Source: an optimization exercise on an open RTL-to-GDS flow (aim: small area, a short achievable clock period and few clock cycles per item). Production flows keep margins and buffers that such runs may drop.
Function was checked by simulation only, so behaviour that the tests miss may differ from the original.
Power figures rest on the tool's default switching activity, not on a simulated workload.

## thermal_quant
module thermal_quant (
    input  wire        clk,
    input  wire        rst,           
    input  wire        in_valid,
    output wire        in_ready,
    input  wire        in_op,         
    input  wire [31:0] in_data,       
    output wire        out_valid,
    input  wire        out_ready,
    output wire [31:0] out_data,      
    output wire        out_nan        
);
export LEC_CHECK = 0
export ABC_AREA = 1
export CAP_MARGIN = 20
export CORE_MARGIN = 2
export CORE_UTILIZATION = 40
export CTS_BUF_LIST = sky130_fd_sc_hd__clkbuf_8
export SLEW_MARGIN = 20
create_clock -name core_clock -period 45.0 [get_ports {clk}]
standard.sh (not shown) runs the stock make flow with config.mk's settings and CLKGATE_MAP_FILE= SYNTH_SCRIPT=/design/flow/synth_recipe.tcl, a recipe that flattens the netlist after the stock synthesis.
==> flow/flow/run.sh <==
#!/bin/bash
# Layout flow: the standard synthesis, the same synthesis with an area-oriented
# ABC script (used when its registers match the standard synthesis's exactly),
# then the standard layout with plain buf_1 buffers on the ports. The area
# synthesis leaves adders to ABC (no full/half-adder cells).
set -euo pipefail
W=$PWD
R=results/sky130hd/thermal_quant/base

# 1. The standard synthesis: the reference for the registers.
bash standard.sh "WORK_HOME=$W/orfs_ref" synth > synth_ref.log 2>&1

# 2. The same synthesis with flow/area.abc as ABC's script.
NET=$W/orfs_ref/$R/1_2_yosys.v
if MY_ABC_SCRIPT=$W/flow/area.abc bash standard.sh "WORK_HOME=$W/orfs_area" \
     "SYNTH_SCRIPT=$W/flow/synth.tcl" "ADDER_MAP_FILE=" synth > synth_area.log 2>&1; then
  regs() { grep -oE '^ *sky130_fd_sc_hd__[a-z0-9_]*df[a-z0-9_]* [^ ]+' "$1" | sed 's/^ *//; s/_[0-9]* / /' | sort; }
  regs "$NET" > regs_ref.txt
  regs "$W/orfs_area/$R/1_2_yosys.v" > regs_area.txt
  if cmp -s regs_ref.txt regs_area.txt && [ -s regs_ref.txt ]; then
    NET=$W/orfs_area/$R/1_2_yosys.v
  fi
fi
echo "netlist: $NET" > netlist_used.txt

# 3. The standard layout of that netlist.
bash standard.sh "SYNTH_NETLIST_FILES=$NET" \
  "BUFFER_PORTS_ARGS=-buffer_cell sky130_fd_sc_hd__buf_1" \
  "SETUP_SLACK_MARGIN=${MARGIN:-34.95}" finish > layout.log 2>&1
==> flow/flow/area.abc <==
strash
&get -n
&deepsyn -I 4 -J 50
&put
strash
&get -n
&dch -f
&nf -p -R 1000
&put
strash
&get -n
&dch -f
&nf -p -R 1000
&put
strash
&get -n
&dch -f
&nf -p -R 1000
&put
==> flow/flow/synth.tcl <==
# The standard synthesis script (synth_recipe.tcl), with ABC's mapping script
# replaced by flow/area.abc (an area-oriented mapping).
proc synth {args} { yosys synth -nofsm -noshare {*}$args }
proc abc {args} {
  set i [lsearch -exact $args -script]
  if {$i >= 0} { lset args [expr {$i + 1}] $::env(MY_ABC_SCRIPT) }
  yosys abc {*}$args
}
source $::env(SCRIPTS_DIR)/synth.tcl
# left out here: clear keep_hierarchy, flatten, clean up, hide names made inside functions, write 1_2_yosys.v
The starting point completed without violations.
Testbench counts at the start, summed over its fixed seeds: cycles 12,304, items 12,288.
Change:
--- a/flow/flow/run.sh
+++ b/flow/flow/run.sh
@@ -4,2 +4 @@
-# then the standard layout with plain buf_1 buffers on the ports. The area
-# synthesis leaves adders to ABC (no full/half-adder cells).
+# then the standard layout with plain buf_1 buffers on the ports.
@@ -16 +15 @@
-     "SYNTH_SCRIPT=$W/flow/synth.tcl" "ADDER_MAP_FILE=" synth > synth_area.log 2>&1; then
+     "SYNTH_SCRIPT=$W/flow/synth.tcl" synth > synth_area.log 2>&1; then
@@ -29 +28 @@
-  "SETUP_SLACK_MARGIN=${MARGIN:-34.95}" finish > layout.log 2>&1
+  "SETUP_SLACK_MARGIN=${MARGIN:-34.9}" finish > layout.log 2>&1
==> flow/flow/area.abc (replaced) <==
strash
&get -n
&deepsyn -I 4 -J 50
&put
strash
&get -n
&dch -f
&nf -p -R 1000
&put
- CTS_BUF_LIST: sky130_fd_sc_hd__clkbuf_8 -> sky130_fd_sc_hd__clkbuf_16
- CTS_CLUSTER_DIAMETER: unset -> 200
- CTS_CLUSTER_SIZE: unset -> 50
Sequential power is lower by about 3%; clock-buffer cell count does not change; register-to-register slack gets better by 280 ps; clock skew is lower by 7.5 ps; design area is higher by 4.5%; combinational power is lower by about 30%; final cell count is higher by about 0.8%; global-route usage is higher by 0.51 points; setup slack gets worse by 18 ps.
Change:
--- a/flow/flow/run.sh
+++ b/flow/flow/run.sh
@@ -28 +28 @@
-  "SETUP_SLACK_MARGIN=${MARGIN:-34.9}" finish > layout.log 2>&1
+  "SETUP_SLACK_MARGIN=${MARGIN:-35.1}" finish > layout.log 2>&1
- CTS_BUF_LIST: sky130_fd_sc_hd__clkbuf_16 -> sky130_fd_sc_hd__clkbuf_8
- CTS_CLUSTER_DIAMETER: 200 -> unset
- CTS_CLUSTER_SIZE: 50 -> unset
The new run went through all stages and came out clean.
Die area is unchanged.
Synthesized cell count stays the same.
Critical path depth came out lower by 2.
Non-clock buffer count is unchanged.
Total power is lower by a few percent.
Hold slack improved by 6.8 ps.
Cell area fell slightly.
Change:
--- a/flow/flow/run.sh
+++ b/flow/flow/run.sh
@@ -28 +28 @@
-  "SETUP_SLACK_MARGIN=${MARGIN:-35.1}" finish > layout.log 2>&1
+  "SETUP_SLACK_MARGIN=${MARGIN:-34.9}" finish > layout.log 2>&1
- CTS_BUF_LIST: sky130_fd_sc_hd__clkbuf_8 -> sky130_fd_sc_hd__clkbuf_2 sky130_fd_sc_hd__clkbuf_4 sky130_fd_sc_hd__clkbuf_8
Outcome: Power is lower by 0.86%; non-clock buffer count does not change; final area goes down by 0.97%; critical path depth increases by 2; global-route usage is lower by 0.20 points; die area is unchanged; first-iteration DRC count increases by 18%; sequential power barely changes.
Change:
--- a/flow/flow/run.sh
+++ b/flow/flow/run.sh
@@ -4 +4,2 @@
-# then the standard layout with plain buf_1 buffers on the ports.
+# then the standard layout with plain buf_1 buffers on the ports. The area
+# synthesis leaves adders to ABC (no full/half-adder cells).
@@ -15 +16 @@
-     "SYNTH_SCRIPT=$W/flow/synth.tcl" synth > synth_area.log 2>&1; then
+     "SYNTH_SCRIPT=$W/flow/synth.tcl" "ADDER_MAP_FILE=" synth > synth_area.log 2>&1; then
@@ -28 +29,2 @@
-  "SETUP_SLACK_MARGIN=${MARGIN:-34.9}" finish > layout.log 2>&1
+  "SETUP_SLACK_MARGIN=${MARGIN:-34.9}" \
+  "CTS_ARGS=-sink_clustering_enable -sink_clustering_size 50 -sink_clustering_max_diameter 300 -sink_clustering_levels 1 -root_buf sky130_fd_sc_hd__clkbuf_16 -buf_list sky130_fd_sc_hd__clkbuf_8 -repair_clock_nets" finish > layout.log 2>&1
--- a/flow/flow/area.abc
+++ b/flow/flow/area.abc
@@ -9,0 +10,10 @@
+strash
+&get -n
+&dch -f
+&nf -p -R 1000
+&put
+strash
+&get -n
+&dch -f
+&nf -p -R 1000
+&put
- CTS_BUF_LIST: sky130_fd_sc_hd__clkbuf_2 sky130_fd_sc_hd__clkbuf_4 sky130_fd_sc_hd__clkbuf_8 -> sky130_fd_sc_hd__clkbuf_8
Cell count goes down by 0.76%; count of clock-buffer cells in the layout goes down by 2; first-iteration DRC count goes up by about 12%; die area goes down by about 3%; wire length goes up by 2.6%.

==> re-timing with driven ports <==
Ports are ideal in the flow. The routed layouts listed here were re-timed in OpenROAD.
Step 1, drivers: a clkbuf_16 drives clk and a buf_2 each remaining input, both assumed.
Step 2 moves the port delays by t, midway between the first and last clock arrival at a register: inputs arrive t later, outputs are due t later. That takes back most of the time a late clock gives input paths.
Slacks: ideal ports / drivers / drivers and shift; pairs: ideal ports / drivers.
| run | shift t [ns] | setup slack, ns | hold slack, ns | worst setup path at the end | slew at the worst register clock pin (ns) |
|---|---|---|---|---|---|
| the first run | 0.407 | 35.038 / 35.015 / 34.644 | 0.463 / 0.463 / 0.463 | input to register | 0.11 / 0.11 |
| the second run | 0.387 | 35.020 / 35.038 / 34.651 | 0.458 / 0.458 / 0.458 | input to register | 0.07 / 0.07 |
| the third run | 0.410 | 35.067 / 35.032 / 34.795 | 0.464 / 0.464 / 0.464 | input to register | 0.09 / 0.09 |
| the fourth run | 0.412 | 35.051 / 35.037 / 34.652 | 0.464 / 0.464 / 0.464 | input to register | 0.09 / 0.09 |
| the fifth run | 0.379 | 35.000 / 35.016 / 34.637 | 0.456 / 0.456 / 0.456 | input to register | 0.07 / 0.07 |
After both steps every run listed still meets setup and hold. For the fourth run, which loses most, drivers alone change the setup slack by -0.014 ns; drivers and shift together by -0.399 ns.
